Source: an optimization exercise on an open RTL-to-GDS flow (aim: small area, a short achievable clock period and few clock cycles). Production flows keep margins and buffers that such runs may drop. In this exercise RTL edits were held to simulation tests only and were not proved equivalent to the original. Power figures rest on the tool's default switching activity, not on a simulated workload.

### run.sh
#!/bin/bash
# synth_recipe.tcl (not shown) runs the flow's synth.tcl, then flattens the netlist and writes it again
# the make line also repeats each setting of config.mk as NAME=value (left out here)
make -C /OpenROAD-flow-scripts/flow DESIGN_CONFIG=/design/flow/config.mk WORK_HOME=/design/flow/orfs CLKGATE_MAP_FILE= SYNTH_SCRIPT=/design/flow/synth_recipe.tcl finish
### config.mk
export PLATFORM = sky130hd
export DESIGN_NAME = vs_resampler
export DESIGN_NICKNAME = vs_resampler
export VERILOG_FILES = /design/flow/design.v
export SDC_FILE = /design/flow/constraint.sdc
export NUM_CORES = 4
export LEC_CHECK = 0
export ABC_CLOCK_PERIOD_IN_PS = 6000
export CAP_MARGIN = 20
export CORE_MARGIN = 2
export CORE_UTILIZATION = 50
export SETUP_SLACK_MARGIN = 5
export SLEW_MARGIN = 20
export SYNTH_MEMORY_MAX_BITS = 65536
### constraint.sdc
create_clock -name core_clock -period 16.0 [get_ports {clk}]
set_input_delay 3.2000 -clock core_clock [delete_from_list [all_inputs] [get_ports {clk}]]
set_output_delay 3.2000 -clock core_clock [all_outputs]
set_load 0.01 [all_outputs]
### design.v
module vs_tap_t0 (
    input  wire [7:0] phase,
    output reg  [6:0] tap
);
  always @(*) begin
    case (phase)
      8'd0: tap = 7'd0;
      8'd1: tap = 7'd2;
      8'd2: tap = 7'd4;
      8'd3: tap = 7'd6;
      8'd4: tap = 7'd8;
      8'd5: tap = 7'd10;
      8'd6: tap = 7'd11;
      8'd7: tap = 7'd13;
      8'd8: tap = 7'd15;
      8'd9: tap = 7'd17;
      8'd10: tap = 7'd18;
      8'd11: tap = 7'd20;
      8'd12: tap = 7'd22;
      8'd13: tap = 7'd23;
      8'd14: tap = 7'd25;
      8'd15: tap = 7'd27;
      8'd16: tap = 7'd28;
      8'd17: tap = 7'd30;
      8'd18: tap = 7'd31;
      8'd19: tap = 7'd33;
      8'd20: tap = 7'd34;
      8'd21: tap = 7'd35;
      8'd22: tap = 7'd37;
      8'd23: tap = 7'd38;
      8'd24: tap = 7'd39;
      8'd25: tap = 7'd41;
      8'd26: tap = 7'd42;
      8'd27: tap = 7'd43;
      8'd28: tap = 7'd44;
      8'd29: tap = 7'd46;
      8'd30: tap = 7'd47;
      8'd31: tap = 7'd48;
      8'd32: tap = 7'd49;
      8'd33: tap = 7'd50;
      8'd34: tap = 7'd51;
      8'd35: tap = 7'd52;
      8'd36: tap = 7'd53;
      8'd37: tap = 7'd54;
      8'd38: tap = 7'd55;
      8'd39: tap = 7'd56;
      8'd40: tap = 7'd57;
      8'd41: tap = 7'd58;
      8'd42: tap = 7'd59;
      8'd43: tap = 7'd60;
      8'd44: tap = 7'd60;
      8'd45: tap = 7'd61;
      8'd46: tap = 7'd62;
      8'd47: tap = 7'd63;
      8'd48: tap = 7'd63;
      8'd49: tap = 7'd64;
      8'd50: tap = 7'd65;
      8'd51: tap = 7'd65;
      8'd52: tap = 7'd66;
      8'd53: tap = 7'd67;
      8'd54: tap = 7'd67;
      8'd55: tap = 7'd68;
      8'd56: tap = 7'd68;
      8'd57: tap = 7'd69;
      8'd58: tap = 7'd69;
      8'd59: tap = 7'd70;
      8'd60: tap = 7'd70;
      8'd61: tap = 7'd71;
      8'd62: tap = 7'd71;
      8'd63: tap = 7'd72;
      8'd64: tap = 7'd72;
      8'd65: tap = 7'd72;
      8'd66: tap = 7'd73;
      8'd67: tap = 7'd73;
      8'd68: tap = 7'd73;
      8'd69: tap = 7'd74;
      8'd70: tap = 7'd74;
      8'd71: tap = 7'd74;
      8'd72: tap = 7'd74;
      8'd73: tap = 7'd75;
      8'd74: tap = 7'd75;
      8'd75: tap = 7'd75;
      8'd76: tap = 7'd75;
      8'd77: tap = 7'd75;
      8'd78: tap = 7'd75;
      8'd79: tap = 7'd76;
      8'd80: tap = 7'd76;
      8'd81: tap = 7'd76;
      8'd82: tap = 7'd76;
      8'd83: tap = 7'd76;
      8'd84: tap = 7'd76;
      8'd85: tap = 7'd76;
      8'd86: tap = 7'd76;
      8'd87: tap = 7'd76;
      8'd88: tap = 7'd76;
      8'd89: tap = 7'd76;
      8'd90: tap = 7'd76;
      8'd91: tap = 7'd76;
      8'd92: tap = 7'd76;
      8'd93: tap = 7'd75;
      8'd94: tap = 7'd75;
      8'd95: tap = 7'd75;
      8'd96: tap = 7'd75;
      8'd97: tap = 7'd75;
      8'd98: tap = 7'd75;
      8'd99: tap = 7'd74;
      8'd100: tap = 7'd74;
      8'd101: tap = 7'd74;
      8'd102: tap = 7'd74;
      8'd103: tap = 7'd74;
      8'd104: tap = 7'd73;
      8'd105: tap = 7'd73;
      8'd106: tap = 7'd73;
      8'd107: tap = 7'd72;
      8'd108: tap = 7'd72;
      8'd109: tap = 7'd72;
      8'd110: tap = 7'd72;
      8'd111: tap = 7'd71;
      8'd112: tap = 7'd71;
      8'd113: tap = 7'd71;
      8'd114: tap = 7'd70;
      8'd115: tap = 7'd70;
      8'd116: tap = 7'd69;
      8'd117: tap = 7'd69;
      8'd118: tap = 7'd69;
      8'd119: tap = 7'd68;
      8'd120: tap = 7'd68;
      8'd121: tap = 7'd67;
      8'd122: tap = 7'd67;
      8'd123: tap = 7'd66;
      8'd124: tap = 7'd66;
      8'd125: tap = 7'd65;
      8'd126: tap = 7'd65;
      8'd127: tap = 7'd64;
      8'd128: tap = 7'd64;
      8'd129: tap = 7'd63;
      8'd130: tap = 7'd63;
      8'd131: tap = 7'd62;
      8'd132: tap = 7'd62;
      8'd133: tap = 7'd61;
      8'd134: tap = 7'd61;
      8'd135: tap = 7'd60;
      8'd136: tap = 7'd60;
      8'd137: tap = 7'd59;
      8'd138: tap = 7'd59;
      8'd139: tap = 7'd58;
      8'd140: tap = 7'd57;
      8'd141: tap = 7'd57;
      8'd142: tap = 7'd56;
      8'd143: tap = 7'd56;
      8'd144: tap = 7'd55;
      8'd145: tap = 7'd55;
      8'd146: tap = 7'd54;
      8'd147: tap = 7'd53;
      8'd148: tap = 7'd53;
      8'd149: tap = 7'd52;
      8'd150: tap = 7'd51;
      8'd151: tap = 7'd51;
      8'd152: tap = 7'd50;
      8'd153: tap = 7'd50;
      8'd154: tap = 7'd49;
      8'd155: tap = 7'd48;
      8'd156: tap = 7'd48;
      8'd157: tap = 7'd47;
      8'd158: tap = 7'd46;
      8'd159: tap = 7'd46;
      8'd160: tap = 7'd45;
      8'd161: tap = 7'd44;
      8'd162: tap = 7'd44;
      8'd163: tap = 7'd43;
      8'd164: tap = 7'd42;
      8'd165: tap = 7'd42;
      8'd166: tap = 7'd41;
      8'd167: tap = 7'd40;
      8'd168: tap = 7'd40;
      8'd169: tap = 7'd39;
      8'd170: tap = 7'd38;
      8'd171: tap = 7'd38;
      8'd172: tap = 7'd37;
      8'd173: tap = 7'd36;
      8'd174: tap = 7'd36;
      8'd175: tap = 7'd35;
      8'd176: tap = 7'd34;
      8'd177: tap = 7'd34;
      8'd178: tap = 7'd33;
      8'd179: tap = 7'd32;
      8'd180: tap = 7'd32;
      8'd181: tap = 7'd31;
      8'd182: tap = 7'd30;
      8'd183: tap = 7'd30;
      8'd184: tap = 7'd29;
      8'd185: tap = 7'd28;
      8'd186: tap = 7'd28;
      8'd187: tap = 7'd27;
      8'd188: tap = 7'd27;
      8'd189: tap = 7'd26;
      8'd190: tap = 7'd25;
      8'd191: tap = 7'd25;
      8'd192: tap = 7'd24;
      8'd193: tap = 7'd23;
      8'd194: tap = 7'd23;
      8'd195: tap = 7'd22;
      8'd196: tap = 7'd22;
      8'd197: tap = 7'd21;
      8'd198: tap = 7'd20;
      8'd199: tap = 7'd20;
      8'd200: tap = 7'd19;
      8'd201: tap = 7'd19;
      8'd202: tap = 7'd18;
      8'd203: tap = 7'd17;
      8'd204: tap = 7'd17;
      8'd205: tap = 7'd16;
      8'd206: tap = 7'd16;
      8'd207: tap = 7'd15;
      8'd208: tap = 7'd15;
      8'd209: tap = 7'd14;
      8'd210: tap = 7'd14;
      8'd211: tap = 7'd13;
      8'd212: tap = 7'd13;
      8'd213: tap = 7'd12;
      8'd214: tap = 7'd12;
      8'd215: tap = 7'd11;
      8'd216: tap = 7'd11;
      8'd217: tap = 7'd10;
      8'd218: tap = 7'd10;
      8'd219: tap = 7'd9;
      8'd220: tap = 7'd9;
      8'd221: tap = 7'd8;
      8'd222: tap = 7'd8;
      8'd223: tap = 7'd7;
      8'd224: tap = 7'd7;
      8'd225: tap = 7'd7;
      8'd226: tap = 7'd6;
      8'd227: tap = 7'd6;
      8'd228: tap = 7'd5;
      8'd229: tap = 7'd5;
      8'd230: tap = 7'd5;
      8'd231: tap = 7'd4;
      8'd232: tap = 7'd4;
      8'd233: tap = 7'd4;
      8'd234: tap = 7'd3;
      8'd235: tap = 7'd3;
      8'd236: tap = 7'd3;
      8'd237: tap = 7'd3;
      8'd238: tap = 7'd2;
      8'd239: tap = 7'd2;
      8'd240: tap = 7'd2;
      8'd241: tap = 7'd2;
      8'd242: tap = 7'd1;
      8'd243: tap = 7'd1;
      8'd244: tap = 7'd1;
      8'd245: tap = 7'd1;
      8'd246: tap = 7'd1;
      8'd247: tap = 7'd1;
      8'd248: tap = 7'd0;
      8'd249: tap = 7'd0;
      8'd250: tap = 7'd0;
      8'd251: tap = 7'd0;
      8'd252: tap = 7'd0;
      8'd253: tap = 7'd0;
      8'd254: tap = 7'd0;
      8'd255: tap = 7'd0;
      default: tap = 7'd0;
    endcase
  end
endmodule
module vs_tap_t1 (
    input  wire [7:0] phase,
    output reg  [10:0] tap
);
  always @(*) begin
    case (phase)
      8'd0: tap = 11'd1024;
      8'd1: tap = 11'd1024;
      8'd2: tap = 11'd1024;
      8'd3: tap = 11'd1024;
      8'd4: tap = 11'd1024;
      8'd5: tap = 11'd1023;
      8'd6: tap = 11'd1022;
      8'd7: tap = 11'd1022;
      8'd8: tap = 11'd1021;
      8'd9: tap = 11'd1022;
      8'd10: tap = 11'd1020;
      8'd11: tap = 11'd1019;
      8'd12: tap = 11'd1019;
      8'd13: tap = 11'd1017;
      8'd14: tap = 11'd1016;
      8'd15: tap = 11'd1016;
      8'd16: tap = 11'd1014;
      8'd17: tap = 11'd1013;
      8'd18: tap = 11'd1011;
      8'd19: tap = 11'd1011;
      8'd20: tap = 11'd1009;
      8'd21: tap = 11'd1007;
      8'd22: tap = 11'd1006;
      8'd23: tap = 11'd1005;
      8'd24: tap = 11'd1002;
      8'd25: tap = 11'd1001;
      8'd26: tap = 11'd999;
      8'd27: tap = 11'd997;
      8'd28: tap = 11'd995;
      8'd29: tap = 11'd994;
      8'd30: tap = 11'd991;
      8'd31: tap = 11'd990;
      8'd32: tap = 11'd987;
      8'd33: tap = 11'd984;
      8'd34: tap = 11'd982;
      8'd35: tap = 11'd980;
      8'd36: tap = 11'd978;
      8'd37: tap = 11'd975;
      8'd38: tap = 11'd973;
      8'd39: tap = 11'd970;
      8'd40: tap = 11'd968;
      8'd41: tap = 11'd965;
      8'd42: tap = 11'd963;
      8'd43: tap = 11'd959;
      8'd44: tap = 11'd956;
      8'd45: tap = 11'd953;
      8'd46: tap = 11'd951;
      8'd47: tap = 11'd947;
      8'd48: tap = 11'd944;
      8'd49: tap = 11'd941;
      8'd50: tap = 11'd938;
      8'd51: tap = 11'd934;
      8'd52: tap = 11'd931;
      8'd53: tap = 11'd928;
      8'd54: tap = 11'd924;
      8'd55: tap = 11'd922;
      8'd56: tap = 11'd917;
      8'd57: tap = 11'd914;
      8'd58: tap = 11'd910;
      8'd59: tap = 11'd907;
      8'd60: tap = 11'd903;
      8'd61: tap = 11'd899;
      8'd62: tap = 11'd896;
      8'd63: tap = 11'd892;
      8'd64: tap = 11'd888;
      8'd65: tap = 11'd884;
      8'd66: tap = 11'd880;
      8'd67: tap = 11'd876;
      8'd68: tap = 11'd872;
      8'd69: tap = 11'd868;
      8'd70: tap = 11'd864;
      8'd71: tap = 11'd859;
      8'd72: tap = 11'd855;
      8'd73: tap = 11'd852;
      8'd74: tap = 11'd847;
      8'd75: tap = 11'd843;
      8'd76: tap = 11'd839;
      8'd77: tap = 11'd834;
      8'd78: tap = 11'd829;
      8'd79: tap = 11'd826;
      8'd80: tap = 11'd821;
      8'd81: tap = 11'd817;
      8'd82: tap = 11'd812;
      8'd83: tap = 11'd807;
      8'd84: tap = 11'd803;
      8'd85: tap = 11'd798;
      8'd86: tap = 11'd793;
      8'd87: tap = 11'd789;
      8'd88: tap = 11'd784;
      8'd89: tap = 11'd779;
      8'd90: tap = 11'd775;
      8'd91: tap = 11'd770;
      8'd92: tap = 11'd765;
      8'd93: tap = 11'd759;
      8'd94: tap = 11'd755;
      8'd95: tap = 11'd749;
      8'd96: tap = 11'd745;
      8'd97: tap = 11'd741;
      8'd98: tap = 11'd735;
      8'd99: tap = 11'd730;
      8'd100: tap = 11'd725;
      8'd101: tap = 11'd720;
      8'd102: tap = 11'd715;
      8'd103: tap = 11'd711;
      8'd104: tap = 11'd704;
      8'd105: tap = 11'd699;
      8'd106: tap = 11'd694;
      8'd107: tap = 11'd688;
      8'd108: tap = 11'd684;
      8'd109: tap = 11'd678;
      8'd110: tap = 11'd674;
      8'd111: tap = 11'd668;
      8'd112: tap = 11'd663;
      8'd113: tap = 11'd658;
      8'd114: tap = 11'd652;
      8'd115: tap = 11'd647;
      8'd116: tap = 11'd640;
      8'd117: tap = 11'd636;
      8'd118: tap = 11'd631;
      8'd119: tap = 11'd625;
      8'd120: tap = 11'd620;
      8'd121: tap = 11'd614;
      8'd122: tap = 11'd609;
      8'd123: tap = 11'd603;
      8'd124: tap = 11'd598;
      8'd125: tap = 11'd592;
      8'd126: tap = 11'd587;
      8'd127: tap = 11'd581;
      8'd128: tap = 11'd576;
      8'd129: tap = 11'd570;
      8'd130: tap = 11'd565;
      8'd131: tap = 11'd559;
      8'd132: tap = 11'd554;
      8'd133: tap = 11'd548;
      8'd134: tap = 11'd543;
      8'd135: tap = 11'd537;
      8'd136: tap = 11'd532;
      8'd137: tap = 11'd526;
      8'd138: tap = 11'd521;
      8'd139: tap = 11'd515;
      8'd140: tap = 11'd509;
      8'd141: tap = 11'd504;
      8'd142: tap = 11'd498;
      8'd143: tap = 11'd494;
      8'd144: tap = 11'd487;
      8'd145: tap = 11'd482;
      8'd146: tap = 11'd477;
      8'd147: tap = 11'd471;
      8'd148: tap = 11'd465;
      8'd149: tap = 11'd459;
      8'd150: tap = 11'd454;
      8'd151: tap = 11'd449;
      8'd152: tap = 11'd443;
      8'd153: tap = 11'd438;
      8'd154: tap = 11'd432;
      8'd155: tap = 11'd426;
      8'd156: tap = 11'd421;
      8'd157: tap = 11'd415;
      8'd158: tap = 11'd410;
      8'd159: tap = 11'd405;
      8'd160: tap = 11'd399;
      8'd161: tap = 11'd393;
      8'd162: tap = 11'd388;
      8'd163: tap = 11'd382;
      8'd164: tap = 11'd377;
      8'd165: tap = 11'd372;
      8'd166: tap = 11'd367;
      8'd167: tap = 11'd361;
      8'd168: tap = 11'd356;
      8'd169: tap = 11'd350;
      8'd170: tap = 11'd345;
      8'd171: tap = 11'd340;
      8'd172: tap = 11'd334;
      8'd173: tap = 11'd329;
      8'd174: tap = 11'd324;
      8'd175: tap = 11'd319;
      8'd176: tap = 11'd313;
      8'd177: tap = 11'd309;
      8'd178: tap = 11'd302;
      8'd179: tap = 11'd297;
      8'd180: tap = 11'd292;
      8'd181: tap = 11'd287;
      8'd182: tap = 11'd282;
      8'd183: tap = 11'd278;
      8'd184: tap = 11'd271;
      8'd185: tap = 11'd266;
      8'd186: tap = 11'd262;
      8'd187: tap = 11'd257;
      8'd188: tap = 11'd252;
      8'd189: tap = 11'd247;
      8'd190: tap = 11'd242;
      8'd191: tap = 11'd237;
      8'd192: tap = 11'd232;
      8'd193: tap = 11'd227;
      8'd194: tap = 11'd222;
      8'd195: tap = 11'd218;
      8'd196: tap = 11'd213;
      8'd197: tap = 11'd208;
      8'd198: tap = 11'd203;
      8'd199: tap = 11'd199;
      8'd200: tap = 11'd193;
      8'd201: tap = 11'd190;
      8'd202: tap = 11'd184;
      8'd203: tap = 11'd180;
      8'd204: tap = 11'd176;
      8'd205: tap = 11'd170;
      8'd206: tap = 11'd167;
      8'd207: tap = 11'd162;
      8'd208: tap = 11'd158;
      8'd209: tap = 11'd154;
      8'd210: tap = 11'd150;
      8'd211: tap = 11'd145;
      8'd212: tap = 11'd141;
      8'd213: tap = 11'd137;
      8'd214: tap = 11'd133;
      8'd215: tap = 11'd128;
      8'd216: tap = 11'd125;
      8'd217: tap = 11'd120;
      8'd218: tap = 11'd116;
      8'd219: tap = 11'd112;
      8'd220: tap = 11'd108;
      8'd221: tap = 11'd104;
      8'd222: tap = 11'd101;
      8'd223: tap = 11'd96;
      8'd224: tap = 11'd93;
      8'd225: tap = 11'd90;
      8'd226: tap = 11'd86;
      8'd227: tap = 11'd83;
      8'd228: tap = 11'd78;
      8'd229: tap = 11'd75;
      8'd230: tap = 11'd72;
      8'd231: tap = 11'd68;
      8'd232: tap = 11'd64;
      8'd233: tap = 11'd62;
      8'd234: tap = 11'd58;
      8'd235: tap = 11'd54;
      8'd236: tap = 11'd52;
      8'd237: tap = 11'd49;
      8'd238: tap = 11'd45;
      8'd239: tap = 11'd43;
      8'd240: tap = 11'd40;
      8'd241: tap = 11'd37;
      8'd242: tap = 11'd33;
      8'd243: tap = 11'd30;
      8'd244: tap = 11'd28;
      8'd245: tap = 11'd26;
      8'd246: tap = 11'd23;
      8'd247: tap = 11'd21;
      8'd248: tap = 11'd17;
      8'd249: tap = 11'd15;
      8'd250: tap = 11'd12;
      8'd251: tap = 11'd11;
      8'd252: tap = 11'd9;
      8'd253: tap = 11'd6;
      8'd254: tap = 11'd4;
      8'd255: tap = 11'd2;
      default: tap = 11'd0;
    endcase
  end
endmodule
module vs_tap_t2 (
    input  wire [7:0] phase,
    output reg  [10:0] tap
);
  always @(*) begin
    case (phase)
      8'd0: tap = 11'd0;
      8'd1: tap = 11'd2;
      8'd2: tap = 11'd4;
      8'd3: tap = 11'd6;
      8'd4: tap = 11'd8;
      8'd5: tap = 11'd11;
      8'd6: tap = 11'd13;
      8'd7: tap = 11'd15;
      8'd8: tap = 11'd18;
      8'd9: tap = 11'd20;
      8'd10: tap = 11'd23;
      8'd11: tap = 11'd26;
      8'd12: tap = 11'd28;
      8'd13: tap = 11'd31;
      8'd14: tap = 11'd34;
      8'd15: tap = 11'd37;
      8'd16: tap = 11'd40;
      8'd17: tap = 11'd43;
      8'd18: tap = 11'd46;
      8'd19: tap = 11'd49;
      8'd20: tap = 11'd52;
      8'd21: tap = 11'd55;
      8'd22: tap = 11'd58;
      8'd23: tap = 11'd61;
      8'd24: tap = 11'd65;
      8'd25: tap = 11'd68;
      8'd26: tap = 11'd72;
      8'd27: tap = 11'd75;
      8'd28: tap = 11'd78;
      8'd29: tap = 11'd82;
      8'd30: tap = 11'd86;
      8'd31: tap = 11'd89;
      8'd32: tap = 11'd93;
      8'd33: tap = 11'd97;
      8'd34: tap = 11'd101;
      8'd35: tap = 11'd104;
      8'd36: tap = 11'd108;
      8'd37: tap = 11'd112;
      8'd38: tap = 11'd116;
      8'd39: tap = 11'd120;
      8'd40: tap = 11'd124;
      8'd41: tap = 11'd128;
      8'd42: tap = 11'd132;
      8'd43: tap = 11'd137;
      8'd44: tap = 11'd141;
      8'd45: tap = 11'd145;
      8'd46: tap = 11'd149;
      8'd47: tap = 11'd154;
      8'd48: tap = 11'd158;
      8'd49: tap = 11'd162;
      8'd50: tap = 11'd167;
      8'd51: tap = 11'd171;
      8'd52: tap = 11'd176;
      8'd53: tap = 11'd180;
      8'd54: tap = 11'd185;
      8'd55: tap = 11'd189;
      8'd56: tap = 11'd194;
      8'd57: tap = 11'd199;
      8'd58: tap = 11'd203;
      8'd59: tap = 11'd208;
      8'd60: tap = 11'd213;
      8'd61: tap = 11'd218;
      8'd62: tap = 11'd222;
      8'd63: tap = 11'd227;
      8'd64: tap = 11'd232;
      8'd65: tap = 11'd237;
      8'd66: tap = 11'd242;
      8'd67: tap = 11'd247;
      8'd68: tap = 11'd252;
      8'd69: tap = 11'd257;
      8'd70: tap = 11'd262;
      8'd71: tap = 11'd267;
      8'd72: tap = 11'd272;
      8'd73: tap = 11'd277;
      8'd74: tap = 11'd282;
      8'd75: tap = 11'd287;
      8'd76: tap = 11'd292;
      8'd77: tap = 11'd297;
      8'd78: tap = 11'd303;
      8'd79: tap = 11'd308;
      8'd80: tap = 11'd313;
      8'd81: tap = 11'd318;
      8'd82: tap = 11'd324;
      8'd83: tap = 11'd329;
      8'd84: tap = 11'd334;
      8'd85: tap = 11'd340;
      8'd86: tap = 11'd345;
      8'd87: tap = 11'd350;
      8'd88: tap = 11'd356;
      8'd89: tap = 11'd361;
      8'd90: tap = 11'd366;
      8'd91: tap = 11'd372;
      8'd92: tap = 11'd377;
      8'd93: tap = 11'd383;
      8'd94: tap = 11'd388;
      8'd95: tap = 11'd394;
      8'd96: tap = 11'd399;
      8'd97: tap = 11'd404;
      8'd98: tap = 11'd410;
      8'd99: tap = 11'd415;
      8'd100: tap = 11'd421;
      8'd101: tap = 11'd426;
      8'd102: tap = 11'd432;
      8'd103: tap = 11'd437;
      8'd104: tap = 11'd443;
      8'd105: tap = 11'd449;
      8'd106: tap = 11'd454;
      8'd107: tap = 11'd460;
      8'd108: tap = 11'd465;
      8'd109: tap = 11'd471;
      8'd110: tap = 11'd476;
      8'd111: tap = 11'd482;
      8'd112: tap = 11'd487;
      8'd113: tap = 11'd493;
      8'd114: tap = 11'd498;
      8'd115: tap = 11'd504;
      8'd116: tap = 11'd510;
      8'd117: tap = 11'd515;
      8'd118: tap = 11'd521;
      8'd119: tap = 11'd526;
      8'd120: tap = 11'd532;
      8'd121: tap = 11'd537;
      8'd122: tap = 11'd543;
      8'd123: tap = 11'd548;
      8'd124: tap = 11'd554;
      8'd125: tap = 11'd559;
      8'd126: tap = 11'd565;
      8'd127: tap = 11'd570;
      8'd128: tap = 11'd576;
      8'd129: tap = 11'd581;
      8'd130: tap = 11'd587;
      8'd131: tap = 11'd592;
      8'd132: tap = 11'd598;
      8'd133: tap = 11'd603;
      8'd134: tap = 11'd609;
      8'd135: tap = 11'd614;
      8'd136: tap = 11'd620;
      8'd137: tap = 11'd625;
      8'd138: tap = 11'd631;
      8'd139: tap = 11'd636;
      8'd140: tap = 11'd641;
      8'd141: tap = 11'd647;
      8'd142: tap = 11'd652;
      8'd143: tap = 11'd657;
      8'd144: tap = 11'd663;
      8'd145: tap = 11'd668;
      8'd146: tap = 11'd673;
      8'd147: tap = 11'd678;
      8'd148: tap = 11'd684;
      8'd149: tap = 11'd689;
      8'd150: tap = 11'd694;
      8'd151: tap = 11'd699;
      8'd152: tap = 11'd704;
      8'd153: tap = 11'd710;
      8'd154: tap = 11'd715;
      8'd155: tap = 11'd720;
      8'd156: tap = 11'd725;
      8'd157: tap = 11'd730;
      8'd158: tap = 11'd735;
      8'd159: tap = 11'd740;
      8'd160: tap = 11'd745;
      8'd161: tap = 11'd750;
      8'd162: tap = 11'd755;
      8'd163: tap = 11'd760;
      8'd164: tap = 11'd765;
      8'd165: tap = 11'd770;
      8'd166: tap = 11'd774;
      8'd167: tap = 11'd779;
      8'd168: tap = 11'd784;
      8'd169: tap = 11'd789;
      8'd170: tap = 11'd793;
      8'd171: tap = 11'd798;
      8'd172: tap = 11'd803;
      8'd173: tap = 11'd807;
      8'd174: tap = 11'd812;
      8'd175: tap = 11'd816;
      8'd176: tap = 11'd821;
      8'd177: tap = 11'd825;
      8'd178: tap = 11'd830;
      8'd179: tap = 11'd834;
      8'd180: tap = 11'd839;
      8'd181: tap = 11'd843;
      8'd182: tap = 11'd847;
      8'd183: tap = 11'd851;
      8'd184: tap = 11'd856;
      8'd185: tap = 11'd860;
      8'd186: tap = 11'd864;
      8'd187: tap = 11'd868;
      8'd188: tap = 11'd872;
      8'd189: tap = 11'd876;
      8'd190: tap = 11'd880;
      8'd191: tap = 11'd884;
      8'd192: tap = 11'd888;
      8'd193: tap = 11'd892;
      8'd194: tap = 11'd896;
      8'd195: tap = 11'd899;
      8'd196: tap = 11'd903;
      8'd197: tap = 11'd907;
      8'd198: tap = 11'd910;
      8'd199: tap = 11'd914;
      8'd200: tap = 11'd918;
      8'd201: tap = 11'd921;
      8'd202: tap = 11'd925;
      8'd203: tap = 11'd928;
      8'd204: tap = 11'd931;
      8'd205: tap = 11'd935;
      8'd206: tap = 11'd938;
      8'd207: tap = 11'd941;
      8'd208: tap = 11'd944;
      8'd209: tap = 11'd947;
      8'd210: tap = 11'd950;
      8'd211: tap = 11'd953;
      8'd212: tap = 11'd956;
      8'd213: tap = 11'd959;
      8'd214: tap = 11'd962;
      8'd215: tap = 11'd965;
      8'd216: tap = 11'd967;
      8'd217: tap = 11'd970;
      8'd218: tap = 11'd973;
      8'd219: tap = 11'd975;
      8'd220: tap = 11'd978;
      8'd221: tap = 11'd980;
      8'd222: tap = 11'd982;
      8'd223: tap = 11'd985;
      8'd224: tap = 11'd987;
      8'd225: tap = 11'd989;
      8'd226: tap = 11'd991;
      8'd227: tap = 11'd993;
      8'd228: tap = 11'd995;
      8'd229: tap = 11'd997;
      8'd230: tap = 11'd999;
      8'd231: tap = 11'd1001;
      8'd232: tap = 11'd1003;
      8'd233: tap = 11'd1004;
      8'd234: tap = 11'd1006;
      8'd235: tap = 11'd1008;
      8'd236: tap = 11'd1009;
      8'd237: tap = 11'd1011;
      8'd238: tap = 11'd1012;
      8'd239: tap = 11'd1013;
      8'd240: tap = 11'd1014;
      8'd241: tap = 11'd1016;
      8'd242: tap = 11'd1017;
      8'd243: tap = 11'd1018;
      8'd244: tap = 11'd1019;
      8'd245: tap = 11'd1019;
      8'd246: tap = 11'd1020;
      8'd247: tap = 11'd1021;
      8'd248: tap = 11'd1022;
      8'd249: tap = 11'd1022;
      8'd250: tap = 11'd1023;
      8'd251: tap = 11'd1023;
      8'd252: tap = 11'd1023;
      8'd253: tap = 11'd1024;
      8'd254: tap = 11'd1024;
      8'd255: tap = 11'd1024;
      default: tap = 11'd0;
    endcase
  end
endmodule
module vs_divider (
    input  wire [14:0] rem,
    input  wire        nbit,
    input  wire        fin,
    input  wire [14:0] den,
    output wire [14:0] rem_next,
    output wire        qbit,
    output wire [15:0] diff
);
  wire [15:0] a = fin ? {1'b0, rem} : {rem, nbit};
  wire [16:0] d = {1'b0, a} - {2'b00, den};
  assign qbit     = ~d[16];
  assign rem_next = qbit ? d[14:0] : a[14:0];
  assign diff     = d[15:0];
endmodule
module vs_resampler (
    input  wire        clk,
    input  wire        rst,
    input  wire        start,
    input  wire [1:0]  method,        
    input  wire [14:0] src_w,
    input  wire [14:0] src_h,
    input  wire [14:0] dst_w,
    input  wire [14:0] dst_h,
    input  wire [31:0] src_base,
    input  wire [15:0] src_stride,
    input  wire [31:0] dst_base,
    input  wire [15:0] dst_stride,
    output wire        done,
    output wire        err,
    output wire        rd_en,
    output wire [31:0] rd_addr,
    input  wire [7:0]  rd_data,
    output wire        wr_en,
    output wire [31:0] wr_addr,
    output wire [7:0]  wr_data
);
  localparam S_IDLE = 2'd0;
  localparam S_DIV  = 2'd1;
  localparam S_RUN  = 2'd2;
  localparam S_FIN  = 2'd3;
  reg [1:0] st;
  reg       err_r;
  reg       m4, mb, mn;
  wire start_ok = start && (st == S_IDLE || st == S_FIN);
  reg  [4:0]  cnt;
  reg  [14:0] rx, ry;         
  reg  [30:0] qx, qy;         
  reg  [15:0] rdx, rdy;       
  reg  [15:0] k0, k1;         
  reg  [14:0] sw_r, sh_r, dw_r, dh_r;
  wire        div_fin = (cnt == 5'd31);
  wire        nbx = qx[30];
  wire        nby = qy[30];
  wire [14:0] rx_n, ry_n;
  wire        qbx, qby;
  wire [15:0] dfx, dfy;
  vs_divider u_divx (.rem(rx), .nbit(nbx), .fin(div_fin), .den(dw_r),
                     .rem_next(rx_n), .qbit(qbx), .diff(dfx));
  vs_divider u_divy (.rem(ry), .nbit(nby), .fin(div_fin), .den(dh_r),
                     .rem_next(ry_n), .qbit(qby), .diff(dfy));
  wire [15:0] k_a   = (cnt == 5'd16) ? k0 : {k0[14:0], 1'b0};
  wire [15:0] k_sum = k_a + (((cnt == 5'd16) || qy[0]) ? src_stride : 16'd0);
  reg  [30:0] xpos;           
  reg  [14:0] ex;             
  reg  [14:0] xrem;           
  reg  [15:0] fx_c;           
  reg         toff1;          
  reg  [1:0]  toff2, toff3;
  wire        last_col = (xrem == 15'd0);
  wire [14:0] ixn   = xpos[30:16];
  reg         cx_r;           
  wire [15:0] xcs   = {1'b0, ex} + rdx;
  wire [14:0] ex_step = cx_r ? xcs[14:0] : ex + rx;
  wire [15:0] xcs_nx  = {1'b0, ex_step} + rdx;
  wire [14:0] c0_n  = (m4 && ixn != 15'd0) ? ixn - 15'd1 : ixn;
  wire [15:0] ixn1  = {1'b0, ixn} + 16'd1;
  wire [15:0] ixn2  = {1'b0, ixn} + 16'd2;
  wire        inc1  = m4 ? (ixn != 15'd0) : (ixn1 < {1'b0, sw_r});
  wire        inc2  = ixn1 < {1'b0, sw_r};
  wire        inc3  = ixn2 < {1'b0, sw_r};
  wire signed [16:0] n1 = m4 ? 17'sd3 : mb ? 17'sd1 : 17'sd0;
  wire signed [16:0] oo = m4 ? 17'sd1 : 17'sd0;
  wire signed [16:0] ee = n1 - oo;           
  wire signed [16:0] sh_s = $signed({2'b00, sh_r});
  reg         p_live;
  reg  signed [16:0] hi_p;
  reg  [15:0] gy_p;
  reg  [15:0] off_p;          
  reg         first_p, last_p;
  reg         p_read;         
  reg         q_live, q_stale;
  reg  signed [16:0] hi_q;
  reg  [15:0] gy_q;
  reg  [14:0] ey_q;
  reg  [15:0] off_q;
  reg  [14:0] yrem_q;         
  reg         cy_q;           
  reg         c16_q;          
  wire [15:0] ycs    = {1'b0, ey_q} + rdy;
  wire [16:0] gy_sum = {1'b0, gy_q} + {1'b0, qy[15:0]} + {16'd0, cy_q};
  wire signed [16:0] hi_step = hi_q + $signed({2'b00, qy[30:16]}) + $signed({16'd0, c16_q});
  wire [15:0] off_step = off_q + (c16_q ? k1 : k0);
  wire [14:0] ey_step  = cy_q ? ycs[14:0] : ey_q + ry;
  wire [15:0] ycs_nx   = {1'b0, ey_step} + rdy;
  wire        cy_nx    = ~ycs_nx[15];
  wire [16:0] gy_nx    = {1'b0, gy_sum[15:0]} + {1'b0, qy[15:0]} + {16'd0, cy_nx};
  reg  signed [16:0] rf;      
  reg  signed [16:0] rfn;     
  reg  [15:0] wo;             
  reg  [1:0]  kt;             
  reg         pa;             
  reg         dupf;           
  reg         ltsh;           
  reg         rtop;           
  reg         thr;            
  wire [1:0]  klast   = n1[1:0];
  wire        running = (st == S_RUN) && p_live;
  wire        p_pend  = (rf <= hi_p);              
  wire        jmp_p   = (rfn < hi_p);              
  wire        jmp_q   = (rfn < hi_q);
  wire        need_q  = (rf <= hi_q);
  wire        dup_now = (kt == 2'd0) && dupf;
  wire        lastop  = dup_now || (kt == klast);
  wire        emit    = running && (mn ? p_read : (!p_pend && !(m4 && thr)));
  wire        do_jump = running && !mn && p_pend && jmp_p;
  wire        op_p    = running && !mn && p_pend && !jmp_p;
  wire        op_q    = running && !mn && !p_pend && q_live && !q_stale && !jmp_q &&
                        (lastop ? (emit && need_q) : ltsh);
  wire        do_op   = op_p || op_q;
  wire        op_n    = running && mn && (!p_read || (emit && q_live && !q_stale));
  wire [1:0]  toff_k = (kt == 2'd0) ? 2'd0 : (kt == 2'd1) ? {1'b0, toff1} : (kt == 2'd2) ? toff2 : toff3;
  wire [15:0] rd_off = mn ? (p_read ? off_q : off_p) : (wo + {14'd0, toff_k});
  wire        col_load = (st == S_RUN && !p_live && !last_col) || (emit && last_p && !last_col);
  wire signed [16:0] rf1  = rf + 17'sd1;
  wire signed [16:0] lo_p = hi_p - n1;
  wire [7:0]  hp = fx_c[15:8];
  wire [6:0]  h_t0;
  wire [10:0] h_t1, h_t2;
  vs_tap_t0 u_ht0 (.phase((kt == 2'd3) ? (8'd0 - hp) : hp), .tap(h_t0));
  vs_tap_t1 u_ht1 (.phase(hp), .tap(h_t1));
  vs_tap_t2 u_ht2 (.phase(hp), .tap(h_t2));
  wire [15:0] cmag = m4 ? ((kt == 2'd1) ? {5'd0, h_t1} : (kt == 2'd2) ? {5'd0, h_t2} : {9'd0, h_t0})
                        : mb ? fx_c : 16'd1;
  wire        cneg = m4 ? (kt == 2'd0 || kt == 2'd3) : (mb && kt == 2'd0);
  reg         rd_en_r;
  reg  [31:0] rd_addr_r;
  assign rd_en   = rd_en_r;
  assign rd_addr = rd_addr_r;
  reg         p1v, p2v, p3v;
  reg         p1f, p2f, p3f;      
  reg         p1l, p2l, p3l;      
  reg         p1d, p2d, p3d, hd;  
  reg         p1t, p2t, p3t, p4t, ht;  
  reg         p1n, p2n, p3n;      
  reg  [15:0] p1c, p2c, p3c;      
  reg  [7:0]  din, din4;
  reg         p4v, p4f, p4l, p4d, p4n;
  reg  [23:0] hprod_r;
  reg  signed [25:0] acc;
  reg         hl;                 
  reg  [7:0]  w0, w1, w2, w3;     
  wire [23:0] hprod = din * p3c;
  wire signed [25:0] hinit = mb ? $signed({2'b00, din4, 16'h8000}) : m4 ? 26'sd512 : 26'sd0;
  wire signed [25:0] hbase = p4f ? hinit : acc;
  wire signed [25:0] hsum  = p4n ? hbase - $signed({2'b00, hprod_r}) : hbase + $signed({2'b00, hprod_r});
  wire signed [15:0] hsh = acc[25:10];
  wire [7:0]  hres = mn ? acc[7:0] : mb ? acc[23:16]
                   : (hsh < 16'sd0) ? 8'd0 : (hsh > 16'sd255) ? 8'd255 : hsh[7:0];
  reg         v1, v2, v3, v4, v5;
  reg  [15:0] g1, g2, g3, g4, g5, g6;
  reg         f1, f2, f3, f4, f5, f6, f7, f8;
  reg         l1, l2, l3, l4, l5, l6, l7, l8;
  reg         mA, mB, mBil, mN;       
  reg         sA, sB, sBil, sN;       
  reg  [7:0]  op0, op1, sh2, sh3, sw8;
  reg  [15:0] vc0, vc1;               
  reg  [23:0] pm0, pm1;
  reg  signed [25:0] vsum;
  reg         vres_v, vres_l;
  wire        vlook_b = mA;
  wire [7:0]  vp = vlook_b ? g6[15:8] : g5[15:8];
  wire [6:0]  v_t0;
  wire [10:0] v_t1, v_t2;
  vs_tap_t0 u_vt0 (.phase(vlook_b ? (8'd0 - vp) : vp), .tap(v_t0));
  vs_tap_t1 u_vt1 (.phase(vp), .tap(v_t1));
  vs_tap_t2 u_vt2 (.phase(vp), .tap(v_t2));
  wire [23:0] vm0 = op0 * vc0;
  wire [23:0] vm1 = op1 * vc1;
  wire signed [25:0] vbase = sB ? vsum : sA ? 26'sd512 : $signed({2'b00, sw8, 16'h8000});
  wire signed [25:0] vdiff = sB ? ($signed({2'b00, pm0}) - $signed({2'b00, pm1}))
                                : ($signed({2'b00, pm1}) - $signed({2'b00, pm0}));
  wire        vfin = sB || sBil || sN;
  wire        vf_first = m4 ? f8 : f7;
  wire        vf_last  = m4 ? l8 : l7;
  wire signed [15:0] vsh = vsum[25:10];
  wire [7:0]  vres = mn ? vsum[7:0] : mb ? vsum[23:16]
                   : (vsh < 16'sd0) ? 8'd0 : (vsh > 16'sd255) ? 8'd255 : vsh[7:0];
  reg  [14:0] wcol;
  reg  [15:0] woff;
  reg         wr_en_r, wlast;
  reg  [31:0] wr_addr_r;
  reg  [7:0]  wr_data_r;
  assign wr_en   = wr_en_r;
  assign wr_addr = wr_addr_r;
  assign wr_data = wr_data_r;
  assign done = (st == S_FIN);
  assign err  = (st == S_FIN) && err_r;
  always @(posedge clk) begin
    if (rst) begin
      st      <= S_IDLE;
      err_r   <= 1'b0;
      p_live  <= 1'b0;
      thr     <= 1'b0;
    end else begin
      if (st == S_FIN || st == S_IDLE) st <= S_IDLE;
      if (start_ok) begin
        if (method == 2'd3) begin
          err_r <= 1'b1;
          st    <= S_FIN;
        end else begin
          err_r <= 1'b0;
          st    <= S_DIV;
        end
      end
      if (st == S_DIV && div_fin) st <= S_RUN;
      if (st == S_RUN && wlast) st <= S_FIN;
      if (col_load) p_live <= 1'b1;
      else if (emit && last_p) p_live <= 1'b0;
      thr <= emit && m4;
    end
  end
  always @(posedge clk) begin
    if (start_ok) begin
      m4   <= (method == 2'd2) && (src_h >= 15'd4);
      mb   <= (method == 2'd1) || ((method == 2'd2) && (src_h < 15'd4));
      mn   <= (method == 2'd0);
      cnt  <= 5'd0;
      rx   <= 15'd0;
      ry   <= 15'd0;
      qx   <= {src_w, 16'd0};
      qy   <= {src_h, 16'd0};
      sw_r <= src_w;
      sh_r <= src_h;
      dw_r <= dst_w;
      dh_r <= dst_h;
      k0   <= 16'd0;
      xpos <= 31'd0;
      ex   <= 15'd0;
      cx_r <= 1'b0;
      xrem <= dst_w;
    end else if (st == S_DIV) begin
      cnt <= cnt + 5'd1;
      if (div_fin) begin
        rdx <= dfx;
        rdy <= dfy;
      end else begin
        rx <= rx_n;
        ry <= ry_n;
        qx <= {qx[29:0], qbx};
        qy <= {qy[29:0], qby};
      end
      if (cnt >= 5'd1 && cnt <= 5'd15) k0 <= k_sum;
      if (cnt == 5'd16) k1 <= k_sum;
    end
    if (col_load) begin
      fx_c  <= xpos[15:0];
      toff1 <= inc1;
      toff2 <= {1'b0, inc1} + {1'b0, inc2};
      toff3 <= {1'b0, inc1} + {1'b0, inc2} + {1'b0, inc3};
      xpos  <= xpos + qx + {30'd0, cx_r};
      ex    <= ex_step;
      cx_r  <= ~xcs_nx[15];
      xrem  <= xrem - 15'd1;
      hi_p    <= ee;
      gy_p    <= 16'd0;
      off_p   <= {1'b0, c0_n};
      first_p <= 1'b1;
      last_p  <= (dh_r == 15'd1);
      p_read  <= 1'b0;
      q_live  <= (dh_r != 15'd1);
      q_stale <= 1'b1;
      hi_q    <= ee;
      gy_q    <= 16'd0;
      ey_q    <= 15'd0;
      cy_q    <= 1'b0;
      c16_q   <= 1'b0;
      off_q   <= {1'b0, c0_n};
      yrem_q  <= dh_r - 15'd1;
      rf      <= -oo;
      rfn     <= ee;
      wo      <= {1'b0, c0_n};
      kt      <= 2'd0;
      pa      <= !m4 && (sh_r > 15'd1);
      dupf    <= 1'b0;
      ltsh    <= 1'b1;
      rtop    <= m4;
    end else begin
      if (emit) begin
        hi_p    <= hi_q;
        gy_p    <= gy_q;
        off_p   <= off_q;
        first_p <= 1'b0;
        last_p  <= (yrem_q == 15'd0);
        q_live  <= (yrem_q != 15'd0);
      end
      if (emit || q_stale) begin
        q_stale <= 1'b0;
        hi_q    <= hi_step;
        gy_q    <= gy_sum[15:0];
        ey_q    <= ey_step;
        cy_q    <= cy_nx;
        c16_q   <= gy_nx[16];
        off_q   <= off_step;
        yrem_q  <= yrem_q - 15'd1;
      end
      if (mn) begin
        if (op_n) p_read <= 1'b1;
        else if (emit) p_read <= 1'b0;
      end
      if (do_jump) begin
        kt   <= 2'd0;
        rf   <= lo_p;
        rfn  <= hi_p;
        wo   <= off_p - (m4 ? src_stride : 16'd0);
        pa   <= (lo_p + 17'sd1) < sh_s;
        dupf <= 1'b0;
        ltsh <= 1'b1;
        rtop <= 1'b0;
      end else if (do_op) begin
        if (lastop && rtop) begin
          kt   <= 2'd0;
          rf   <= 17'sd1;
          rfn  <= rfn + 17'sd2;
          wo   <= wo + src_stride;
          pa   <= 1'b1;
          dupf <= 1'b0;
          ltsh <= 1'b1;
          rtop <= 1'b0;
        end else if (lastop) begin
          kt   <= 2'd0;
          rf   <= rf1;
          rfn  <= rfn + 17'sd1;
          wo   <= pa ? wo + src_stride : wo;
          pa   <= (rf1 >= 17'sd0) && ((rf + 17'sd2) < sh_s);
          dupf <= (rf1 >= sh_s);
          ltsh <= rf1 < sh_s;
        end else begin
          kt <= kt + 2'd1;
        end
      end
    end
  end
  always @(posedge clk) begin
    if (rst) begin
      rd_en_r <= 1'b0;
      p1v <= 1'b0;
      p2v <= 1'b0;
      p3v <= 1'b0;
      p4v <= 1'b0;
      hl  <= 1'b0;
    end else begin
      rd_en_r <= (do_op && !dup_now) || op_n;
      p1v <= do_op || op_n;
      p2v <= p1v;
      p3v <= p2v;
      p4v <= p3v;
      hl  <= p4v && p4l;
    end
    rd_addr_r <= src_base + {16'd0, rd_off};
    p1f <= mn || (kt == 2'd0);
    p1l <= mn || lastop;
    p1d <= !mn && dup_now;
    p2d <= p1d;
    p3d <= p2d;
    p4d <= p3d;
    hd  <= p4d;
    p1t <= rtop && lastop;
    p2t <= p1t;
    p3t <= p2t;
    p4t <= p3t;
    ht  <= p4t;
    p1n <= cneg;
    p1c <= cmag;
    p2f <= p1f; p2l <= p1l; p2n <= p1n; p2c <= p1c;
    p3f <= p2f; p3l <= p2l; p3n <= p2n; p3c <= p2c;
    din <= rd_data;
    din4 <= din;
    hprod_r <= hprod;
    p4f <= p3f; p4l <= p3l; p4n <= p3n;
    if (p4v && !p4d) acc <= hsum;
    if (hl) begin
      w0 <= ht ? w2 : w1;
      w1 <= ht ? w3 : w2;
      w2 <= ht ? hres : w3;
      w3 <= hd ? w3 : hres;
    end
  end
  always @(posedge clk) begin
    if (rst) begin
      v1 <= 1'b0;
      v2 <= 1'b0;
      v3 <= 1'b0;
      v4 <= 1'b0;
      v5 <= 1'b0;
      mA <= 1'b0;
      mB <= 1'b0;
      mBil <= 1'b0;
      mN <= 1'b0;
      sA <= 1'b0;
      sB <= 1'b0;
      sBil <= 1'b0;
      sN <= 1'b0;
      vres_v <= 1'b0;
      wr_en_r <= 1'b0;
      wlast <= 1'b0;
    end else begin
      v1 <= emit;
      v2 <= v1;
      v3 <= v2;
      v4 <= v3;
      v5 <= v4;
      mA <= v5 && m4;
      mB <= mA;
      mBil <= v5 && mb;
      mN <= v5 && mn;
      sA <= mA;
      sB <= mB;
      sBil <= mBil;
      sN <= mN;
      vres_v <= vfin;
      wr_en_r <= vres_v;
      wlast <= vres_v && vres_l;
    end
    if (start_ok) wcol <= 15'h7fff;
    g1 <= gy_p; f1 <= first_p; l1 <= last_p && last_col;
    g2 <= g1; f2 <= f1; l2 <= l1;
    g3 <= g2; f3 <= f2; l3 <= l2;
    g4 <= g3; f4 <= f3; l4 <= l3;
    g5 <= g4; f5 <= f4; l5 <= l4;
    g6 <= g5; f6 <= f5; l6 <= l5;
    f7 <= f6; l7 <= l6;
    f8 <= f7; l8 <= l7;
    if (v5) begin
      op0 <= mn ? w3 : m4 ? w0 : w2;
      op1 <= m4 ? w1 : w3;
      vc0 <= m4 ? {9'd0, v_t0} : mb ? g5 : 16'd1;
      vc1 <= m4 ? {5'd0, v_t1} : g5;
      sh2 <= w2;
      sh3 <= w3;
    end else if (mA) begin
      op0 <= sh2;
      op1 <= sh3;
      vc0 <= {5'd0, v_t2};
      vc1 <= {9'd0, v_t0};
    end
    pm0 <= vm0;
    pm1 <= vm1;
    sw8 <= op0;
    if (sA || sB || sBil) vsum <= vbase + vdiff;
    else if (sN) vsum <= {2'b00, pm0};
    if (vfin) begin
      vres_l <= vf_last;
      if (vf_first) begin
        wcol <= wcol + 15'd1;
        woff <= {1'b0, wcol + 15'd1};
      end else begin
        woff <= woff + dst_stride;
      end
    end
    wr_data_r <= vres;
    wr_addr_r <= dst_base + {16'd0, woff};
  end
endmodule
==> flow_metrics.py, run 1 <==
metrics = {
    "clock_tree": {
        "cts_repair_resize_count": 0,
        "clock_sinks": 1068,
        "cts_made_buffers": 119,
        "clk_pin_slew_worst_paths_ns": 0.07,
        "clock_tree_from_tritoncts": "built",
        "cts.repair_timing.setup_buffer_count": 0,
        "ctsHoldBuffers": 0,
        "max-clock-path-buffers": 3,
        "maximum_level_of_the_cts_h_tree": 3,
        "clkLatencyLatePin_ns": 0.81,
        "clk_root_buffer_cell": "clkbuf_16",
    },
    "routing": {
        "drc": 0,
        "viasPerCell": 6.10,
        "num_vias": 71315,
        "drt_first_pass_iters": 7,
        "routed_wirelength_normalized_by_instance_count_um": 23.0,
        "aggregate_routed_wire_length_um": 269000,
        "ant_nets": 0,
        "route.layer.met1.wl_um": 115000,
        "initialDrtViolationCount": 6858,
        "route.top_layer_used": "met5",
        "met3_wirelength_um": 20200,
        "met2WireLength_um": 121000,
    },
    "placement": {
        "place.detailed.instances": 11469,
        "place.port_buffers": 244,
        "post-dp-hpwl_um": 199000,
        "finalWeightedCongestion": 0.973,
    },
    "critical_path": {
        "critPathTopFamily": "simple AND/OR/NAND/NOR gates",
        "timing.reg2reg.setup_slack_ns": 9.03,
        "critPathKind": "flip-flop to flip-flop",
        "path_cells": "inv_1 > ha_1 > nand4_1 > nor4_2 > a2111oi_2 > a211o_2 > o31ai_4 > buf_4 > nand2_8 > inv_8 > mux2i_4 > ha_1 > buf_4 > nor3_2 > nor2_1 > a311o_1 > o311ai_0 > a31oi_1 > or4_1",
        "worst-endpoint-arrival_ns": 7.64,
        "timing.critical_path.from": "hi_p[7]$_DFFE_PP_",
        "setup.worst_path.start_class": "flip-flop",
        "reg2reg_to": "h_t1[3]$_DFF_P_",
        "critical_path.endpoint_type": "flip-flop",
        "path_max_fanout": 86,
        "critical-path-max-stage-delay_ns": 0.69,
        "timing.rr.start": "hi_p[7]$_DFFE_PP_",
        "rr_worst_depth": 19,
        "crit_path_top_delay_cell": "mux2i_4",
        "critPathBufInv": 4,
        "crit_required_ns": 16.68,
    },
    "global_routing": {
        "grt_remaining_overflow": 0,
        "antenna_found_initial": 14,
        "vias_in_the_first_global_route": 69829,
        "global_route.usage.total": 0.313,
        "pin_count_of_the_biggest_net_entering_global_routing": 87,
        "grt_first_pass_wirelength_um": 414000,
    },
    "min_path": {
        "worstHoldEndpoint": "p2c[11]$_DFF_P_",
        "hold_path_class": "flip-flop to flip-flop",
        "worst_hold_path_cells": 0,
        "hold_start": "p1c[11]$_SDFF_PP0_",
    },
    "logic_synthesis": {
        "synth_top_family_by_area": "compound AO/OA/AOI/OAI gates",
        "avgSynthCellArea_um2": 8.80,
        "dominantRegCellSynth": "dfxtp_1",
        "synth_largest_area_cell": "edfxtp_1",
        "xor_xnor_portion_of_the_synthesized_cell_area": 0.0590,
        "netlist-cell-type-count": 107,
        "synth-compound-area-share": 0.191,
        "synth.top_cell.area_share": 0.190,
        "ys_top_cells_by_area": "edfxtp_1, dfxtp_1, ha_1, fa_1, nand2_1",
        "synthCells": 9382,
        "postSynthRegisterBits": 1068,
        "yosysSeqAreaShare": 0.322,
        "synth_adder_area_share": 0.175,
        "ranking_of_synthesized_cells_by_instance_count": "nand2_1, nor2_1, ha_1",
        "post-synth-top-count-cell": "nand2_1",
        "yosys.area_share.simple": 0.165,
        "yosys-mux-area-fraction": 0.0349,
        "synth_fp_nets": 10542,
        "synth.cell_area_um2": 82500,
        "number_of_flops_mapped_to_enable_cells_by_yosys": 521,
        "asyncSetResetFlopFracSynth": 0,
        "synth.yosys.warnings": 4,
    },
    "sta": {
        "drv_slew": 0,
        "setup_violations": 0,
        "timing.fmax_mhz": 144,
        "final_min_period_over_clock_period": 0.435,
        "post-route-min-period_ns": 6.97,
        "worst_pin_slew_ns": 1.11,
        "unrepaired_setup_endpoints_after_global_routing": "false",
        "finalClockSkew_ns": 0.0643,
        "total_negative_slack_for_setup_checks_ns": 0,
        "timing_hold_violations_final": 0,
        "slew-limit-headroom": 0.259,
    },
    "layout": {
        "num-fill-cells": 15083,
        "drive_above_1_share": 0.0629,
        "filler_free_cell_count_of_the_finished_design": 11700,
        "design.final.nets": 10562,
        "area.growth.synth_to_final_pct": 10.6,
    },
    "floorplanning": {
        "start_util": 0.502,
        "core_region_area_um2": 164000,
        "io_pins": 245,
        "design.die.area_um2": 168000,
        "chipHeight_um": 410,
        "fp-row-count": 149,
        "die-width_um": 410,
    },
    "job": {
        "max_cap_violations": 0,
    },
    "power": {
        "p_leak_uw": 0.0381,
        "fin_total_pwr_uw": 7800,
        "ir_worst_vdd_mv": 0.109,
        "cellPowerDensity_nw_per_um2": 85.5,
    },
    "status": {
        "run_status": "no timing/DRC/antenna violations",
    },
}
## where the power goes
group	switching [uW]	total [uW]	internal, uW
clock network	1240	2910	1670
registers	155	3220	3060
logic	953	1680	728
total	2350	7800	5460
## state kept, by name (all words and copies together) (netlist names), 17 cells and up
name,cells
vsum,26
hprod_r,24
rf,17
xpos,31
hi_q,17
hi_p,17
rd_addr_r,32
pm0,24
wr_addr_r,32
pm1,24
qx,31
rfn,17
acc,26
qy,31
## worst max path at each step
stage,to,slack (ns),depth (start not counted)
finish,h_t1[3]$_DFF_P_,9.03,19
global route,h_t2[2]$_DFF_P_,8.79,19
CTS,rd_addr_r[22]$_DFF_P_,9.07,15
detailed placement,rd_addr_r[22]$_DFF_P_,8.24,15
global placement,rd_addr_r[22]$_DFF_P_,8.18,15
floorplan,rdx[0]$_DFFE_PP_,8.51,5
## cell type report
cell class              instances  area [um^2]  share of cell area
multi-input cells            7195        51800               0.568
flip-flops and latches       1068        26600               0.291
clock buffers                 164         3550              0.0388
repair buffers                381         3490              0.0382
well taps                    2189         2740              0.0300
inverters                     637         2400              0.0263
clock inverters                63          649             0.00711
diodes                          3         7.51           0.0000822
## worst register-to-register path, cell delays in order, from the launching register on
cell       delay, ns
edfxtp_1        0.47
inv_1           0.16
ha_1            0.35
nand4_1         0.15
nor4_2          0.33
a2111oi_2       0.09
a211o_2         0.45
o31ai_4         0.23
buf_4           0.30
nand2_8         0.36
inv_8           0.61
mux2i_4         0.73
ha_1            0.38
buf_4           0.28
nor3_2          0.49
nor2_1          0.22
a311o_1         0.37
o311ai_0        0.12
a31oi_1         0.19
or4_1           0.55
## layout by cell type (no fill, tap or decap), drive strengths merged, types with 49 or more instances in the layout
cell | netlist | final
nand2 | 954 | 954
nor2 | 792 | 792
ha | 715 | 715
a21oi | 677 | 677
inv | 631 | 653
o21ai | 559 | 559
dfxtp | 547 | 547
edfxtp | 521 | 521
xnor2 | 385 | 385
fa | 276 | 276
and2 | 255 | 255
clkdlybuf4s50 | 0 | 244
nand3 | 236 | 236
nor3 | 226 | 226
xor2 | 171 | 171
clkbuf | 374 | 164
a21o | 144 | 144
mux2 | 139 | 139
buf | 108 | 137
a211oi | 131 | 131
mux2i | 121 | 121
a31oi | 116 | 116
nor2b | 113 | 113
o211ai | 99 | 99
and3 | 88 | 88
a22o | 75 | 75
o21a | 69 | 69
nand2b | 62 | 62
nand4 | 55 | 55
o21bai | 49 | 49
## cell families after synthesis
kind of cell	count (synthesis)
flip-flops	1068
AO/OA/AOI/OAI	2439
buffers and inverters	1119
adder cells (fa/ha/maj)	992
XOR/XNOR	556
multiplexers	263
AND/OR/NAND/NOR	2945
## routing by layer
metal  vias up  global-route usage
li1      33511                   -
met3       603              0.0539
met4        18               0.136
met5         -                   0
met2      2699               0.498
met1     34484               0.419
## stage by stage
stage	utilization	area, um^2	worst slack [ns]	hold slack (ns)
2_1_floorplan	-	82500	8.51	0.310
3_3_place_gp	0.529	87000	8.18	0.311
3_5_place_dp	0.529	87000	8.24	0.312
4_1_cts	0.555	91200	9.07	0.325
5_1_grt	0.555	91300	8.79	0.325
6_report	0.555	91300	9.03	0.321
Testbench counts, summed over its fixed seeds: cycles 159,765.
==> run 2, diff against run 1 <==
--- a/design.v
+++ b/design.v
@@ -846,7 +846,10 @@
   reg  [30:0] qx, qy;         
   reg  [15:0] rdx, rdy;       
   reg  [15:0] k0, k1;         
-  reg  [14:0] sw_r, sh_r, dw_r, dh_r;
+  wire [14:0] sw_r = src_w;
+  wire [14:0] sh_r = src_h;
+  wire [14:0] dw_r = dst_w;
+  wire [14:0] dh_r = dst_h;
   wire        div_fin = (cnt == 5'd31);
   wire        nbx = qx[30];
   wire        nby = qy[30];
@@ -971,9 +974,12 @@
   reg         l1, l2, l3, l4, l5, l6, l7, l8;
   reg         mA, mB, mBil, mN;       
   reg         sA, sB, sBil, sN;       
-  reg  [7:0]  op0, op1, sh2, sh3, sw8;
-  reg  [15:0] vc0, vc1;               
-  reg  [23:0] pm0, pm1;
+  reg  signed [8:0] op0;
+  reg  [7:0]  op1, sh2, sh3, sw8;
+  reg  [15:0] vc0;
+  reg  [6:0]  vc1;
+  reg  signed [24:0] pm0;
+  reg  [14:0] pm1;
   reg  signed [25:0] vsum;
   reg         vres_v, vres_l;
   wire        vlook_b = mA;
@@ -983,11 +989,10 @@
   vs_tap_t0 u_vt0 (.phase(vlook_b ? (8'd0 - vp) : vp), .tap(v_t0));
   vs_tap_t1 u_vt1 (.phase(vp), .tap(v_t1));
   vs_tap_t2 u_vt2 (.phase(vp), .tap(v_t2));
-  wire [23:0] vm0 = op0 * vc0;
-  wire [23:0] vm1 = op1 * vc1;
-  wire signed [25:0] vbase = sB ? vsum : sA ? 26'sd512 : $signed({2'b00, sw8, 16'h8000});
-  wire signed [25:0] vdiff = sB ? ($signed({2'b00, pm0}) - $signed({2'b00, pm1}))
-                                : ($signed({2'b00, pm1}) - $signed({2'b00, pm0}));
+  wire signed [24:0] vm0 = op0 * $signed({1'b0, vc0});
+  wire [14:0] vm1 = op1 * vc1;
+  wire signed [25:0] vbase = sB ? vsum : sA ? 26'sd512 : sBil ? $signed({2'b00, sw8, 16'h8000}) : 26'sd0;
+  wire signed [25:0] vdiff = $signed({pm0[24], pm0}) - $signed({11'd0, pm1});
   wire        vfin = sB || sBil || sN;
   wire        vf_first = m4 ? f8 : f7;
   wire        vf_last  = m4 ? l8 : l7;
@@ -1038,10 +1043,6 @@
       ry   <= 15'd0;
       qx   <= {src_w, 16'd0};
       qy   <= {src_h, 16'd0};
-      sw_r <= src_w;
-      sh_r <= src_h;
-      dw_r <= dst_w;
-      dh_r <= dst_h;
       k0   <= 16'd0;
       xpos <= 31'd0;
       ex   <= 15'd0;
@@ -1240,23 +1241,22 @@
     f7 <= f6; l7 <= l6;
     f8 <= f7; l8 <= l7;
     if (v5) begin
-      op0 <= mn ? w3 : m4 ? w0 : w2;
-      op1 <= m4 ? w1 : w3;
-      vc0 <= m4 ? {9'd0, v_t0} : mb ? g5 : 16'd1;
-      vc1 <= m4 ? {5'd0, v_t1} : g5;
+      op0 <= mn ? $signed({1'b0, w3}) : m4 ? $signed({1'b0, w1}) : ($signed({1'b0, w3}) - $signed({1'b0, w2}));
+      op1 <= m4 ? w0 : 8'd0;
+      vc0 <= m4 ? {5'd0, v_t1} : mb ? g5 : 16'd1;
+      vc1 <= v_t0;
       sh2 <= w2;
       sh3 <= w3;
     end else if (mA) begin
-      op0 <= sh2;
+      op0 <= $signed({1'b0, sh2});
       op1 <= sh3;
       vc0 <= {5'd0, v_t2};
-      vc1 <= {9'd0, v_t0};
+      vc1 <= v_t0;
     end
     pm0 <= vm0;
     pm1 <= vm1;
-    sw8 <= op0;
-    if (sA || sB || sBil) vsum <= vbase + vdiff;
-    else if (sN) vsum <= {2'b00, pm0};
+    sw8 <= sh2;
+    if (sA || sB || sBil || sN) vsum <= vbase + vdiff;
     if (vfin) begin
       vres_l <= vf_last;
       if (vf_first) begin
==> run 2 against run 1 <==
Against the previous run: still clean on timing, DRC and antenna; sequential power fell by 8.1%; non-clock buffer count fell by 11; clock skew fell by 0.0054 ns; die area fell by 7.0%; synthesized cell count fell by 5.6%; sequential share of layout area fell by 0.39 points; worst hold slack got worse by 0.0089 ns; critical endpoint is now h_t2[2]$_DFF_P_; largest power group unchanged.
==> flow_metrics.py, run 2 <==
metrics = {
    "logic_synthesis": {
        "ys_top_cells_by_area": "edfxtp_1, dfxtp_1, ha_1, fa_1, nand2_1",
        "avgSynthCellArea_um2": 8.66,
        "synth-compound-area-share": 0.187,
        "synth_adder_area_share": 0.179,
        "asyncSetResetFlopFracSynth": 0,
        "synth_top_family_by_area": "compound AO/OA/AOI/OAI gates",
        "postSynthRegisterBits": 992,
        "dominantRegCellSynth": "dfxtp_1",
        "yosys-mux-area-fraction": 0.0313,
        "post-synth-top-count-cell": "nand2_1",
        "synth.cell_area_um2": 76700,
        "synthCells": 8853,
        "netlist-cell-type-count": 94,
        "xor_xnor_portion_of_the_synthesized_cell_area": 0.0609,
        "synth.top_cell.area_share": 0.177,
        "number_of_flops_mapped_to_enable_cells_by_yosys": 453,
        "synth_largest_area_cell": "edfxtp_1",
        "synth_fp_nets": 9967,
        "yosys.area_share.simple": 0.170,
        "ranking_of_synthesized_cells_by_instance_count": "nand2_1, nor2_1, ha_1",
        "synth.yosys.warnings": 4,
        "yosysSeqAreaShare": 0.318,
    },
    "clock_tree": {
        "maximum_level_of_the_cts_h_tree": 3,
        "ctsHoldBuffers": 0,
        "clock_sinks": 992,
        "cts.repair_timing.setup_buffer_count": 0,
        "cts_repair_resize_count": 0,
        "clk_pin_slew_worst_paths_ns": 0.06,
        "clock_tree_from_tritoncts": "built",
        "clkLatencyLatePin_ns": 0.75,
        "max-clock-path-buffers": 3,
        "clk_root_buffer_cell": "clkbuf_16",
        "cts_made_buffers": 113,
    },
    "power": {
        "power.share.sequential": 0.413,
        "comb_power_share": 0.217,
        "p_leak_uw": 0.0357,
        "ir_worst_vdd_mv": 0.0828,
        "pwr-share-clk": 0.370,
        "netSwitchingPower_uw": 2130,
        "cellPowerDensity_nw_per_um2": 84.5,
        "power.share.switching": 0.297,
        "internal-power_uw": 5040,
    },
    "critical_path": {
        "crit_required_ns": 16.64,
        "critical-path-max-stage-delay_ns": 0.65,
        "worst-endpoint-arrival_ns": 7.21,
        "rr_worst_depth": 15,
        "crit_path_top_delay_cell": "buf_4",
        "timing.reg2reg.setup_slack_ns": 9.43,
        "timing.rr.start": "rf[13]$_DFFE_PP_",
        "reg2reg_to": "h_t2[2]$_DFF_P_",
        "path_max_fanout": 60,
        "critical_path.endpoint_type": "flip-flop",
        "setup.worst_path.start_class": "flip-flop",
        "path_cells": "ha_1 > nand3_1 > nor3_1 > a21oi_1 > and4_1 > a21oi_1 > o21ai_1 > nand2_2 > buf_4 > buf_4 > o21ai_0 > mux2_2 > a2111oi_0 > o21ai_0 > nand3_1",
        "critPathKind": "flip-flop to flip-flop",
    },
    "min_path": {
        "hold_path_class": "flip-flop to flip-flop",
        "worstHoldEndpoint": "g2[9]$_DFF_P_",
        "hold_start": "g1[9]$_DFF_P_",
        "worst_hold_path_cells": 0,
    },
    "global_routing": {
        "vias_in_the_first_global_route": 64667,
        "grt_remaining_overflow": 0,
        "global_route.usage.total": 0.306,
        "pin_count_of_the_biggest_net_entering_global_routing": 82,
        "grt_first_pass_wirelength_um": 379000,
        "antenna_found_initial": 13,
    },
    "routing": {
        "aggregate_routed_wire_length_um": 245000,
        "routed_wirelength_normalized_by_instance_count_um": 22.2,
        "route.layer.met1.wl_um": 106000,
        "initialDrtViolationCount": 6922,
        "route.top_layer_used": "met5",
        "drc": 0,
        "ant_nets": 0,
        "viasPerCell": 6.10,
        "drt_first_pass_iters": 7,
        "num_vias": 67123,
        "met2WireLength_um": 110000,
        "met3_wirelength_um": 17200,
    },
    "layout": {
        "layout.cells.most_common_list": "nand2_1, nor2_1, ha_1",
        "filler_free_cell_count_of_the_finished_design": 11011,
        "layout.cells.most_common": "nand2_1",
        "layout_top_registers": "rd_addr_r x32, wr_addr_r x32",
        "num-fill-cells": 13976,
        "drive_above_1_share": 0.0585,
        "area.growth.synth_to_final_pct": 10.7,
        "design.final.nets": 9991,
    },
    "sta": {
        "finalClockSkew_ns": 0.0589,
        "timing_hold_violations_final": 0,
        "worst_pin_slew_ns": 1.24,
        "total_negative_slack_for_setup_checks_ns": 0,
        "slew-limit-headroom": 0.163,
        "post-route-min-period_ns": 6.57,
        "final_min_period_over_clock_period": 0.411,
        "unrepaired_setup_endpoints_after_global_routing": "false",
        "drv_slew": 0,
        "timing.fmax_mhz": 152,
        "setup_violations": 0,
    },
    "floorplanning": {
        "die-width_um": 396,
        "start_util": 0.504,
        "core_region_area_um2": 152000,
        "fp-row-count": 143,
        "io_pins": 245,
        "design.die.area_um2": 157000,
        "chipHeight_um": 396,
    },
    "placement": {
        "place.port_buffers": 244,
        "place.detailed.instances": 10792,
        "finalWeightedCongestion": 1.00,
        "post-dp-hpwl_um": 178000,
    },
    "job": {
        "max_cap_violations": 0,
    },
    "status": {
        "run_status": "no timing/DRC/antenna violations",
    },
}
## run 2: cell types whose count changed after synthesis, sizes merged, moves of 27 or more
cell / before / now
a21oi: 677 / 583
o21ai: 559 / 632
and2: 255 / 183
edfxtp: 521 / 453
nor2: 792 / 726
a22o: 75 / 34
nand3: 236 / 200
a21o: 144 / 111
buf: 108 / 79
nand2b: 62 / 90
fa: 276 / 249
xnor2: 385 / 358
## run 2: layer usage
layer | track usage | up-vias
li1 | - | 31532
met1 | 0.419 | 32187
met2 | 0.486 | 2788
met3 | 0.0416 | 608
met4 | 0.126 | 8
met5 | 0 | -
## run 2: area by class of cell
| class | count | area, um^2 | area share |
|---|---|---|---|
| Antenna cell | 3 | 7.51 | 0.0000885 |
| Clock buffer | 163 | 3410 | 0.0402 |
| Clock inverter | 53 | 410 | 0.00484 |
| Inverter | 634 | 2380 | 0.0281 |
| Multi-Input combinational cell | 6766 | 48300 | 0.569 |
| Sequential cell | 992 | 24400 | 0.287 |
| Tap cell | 2030 | 2540 | 0.0299 |
| Timing Repair Buffer | 370 | 3390 | 0.0399 |
## run 2: power by group through the flow
stage               Sequential, uW  Combinational, uW  Clock [uW]
floorplan                     2960               1110           0
global placement              3010               1510           0
detailed placement            3010               1540           0
CTS                           2960               1550        2710
global route                  2980               1740        2810
finish                        2960               1560        2650
## run 2: worst max-delay path: cells and delay by family (launching register included)
family | cells | cell delay, ns
compound gates | 6 | 2.53
fa+ha+maj | 1 | 0.35
buf+inv | 2 | 0.99
flops | 1 | 0.55
mux | 1 | 0.44
simple gates | 5 | 1.52
## run 2: cells by family (layout without fill, tap and decap cells)
logic type | count (synthesis) | after routing
AO/OA/AOI/OAI | 2269 | 2269
XOR/XNOR | 533 | 533
adder cells (fa/ha/maj) | 945 | 945
buffers and inverters | 1095 | 1220
flip-flops | 992 | 992
multiplexers | 224 | 224
other | 0 | 3
AND/OR/NAND/NOR | 2795 | 2795
## run 2: how the worst max path moves through the flow
stage	start	end	cells after the start
final	rf[13]$_DFFE_PP_	h_t2[2]$_DFF_P_	15
after global routing	dst_h[2]	ry[12]$_SDFFE_PP0P_	15
after CTS	kt[0]$_SDFFE_PP0P_	rd_addr_r[26]$_DFF_P_	24
after detailed placement	dst_h[2]	ry[5]$_SDFFE_PP0P_	15
after global placement	dst_h[2]	ry[11]$_SDFFE_PP0P_	15
after floorplan	dst_w[0]	rx[10]$_SDFFE_PP0P_	16
## run 2: stage by stage
step | setup WS [ns] | cell area, um^2 | power, uW | util | hold WS (ns)
2_1_floorplan | 9.52 | 76700 | 4070 | - | 0.310
3_3_place_gp | 8.79 | 81000 | 4520 | 0.533 | 0.310
3_5_place_dp | 8.77 | 81000 | 4550 | 0.533 | 0.312
4_1_cts | 9.51 | 84800 | 7230 | 0.558 | 0.316
5_1_grt | 9.06 | 84900 | 7530 | 0.558 | 0.327
6_report | 9.43 | 84900 | 7170 | 0.558 | 0.312
Testbench counts of run 2, summed over its fixed seeds: cycles 159,765.
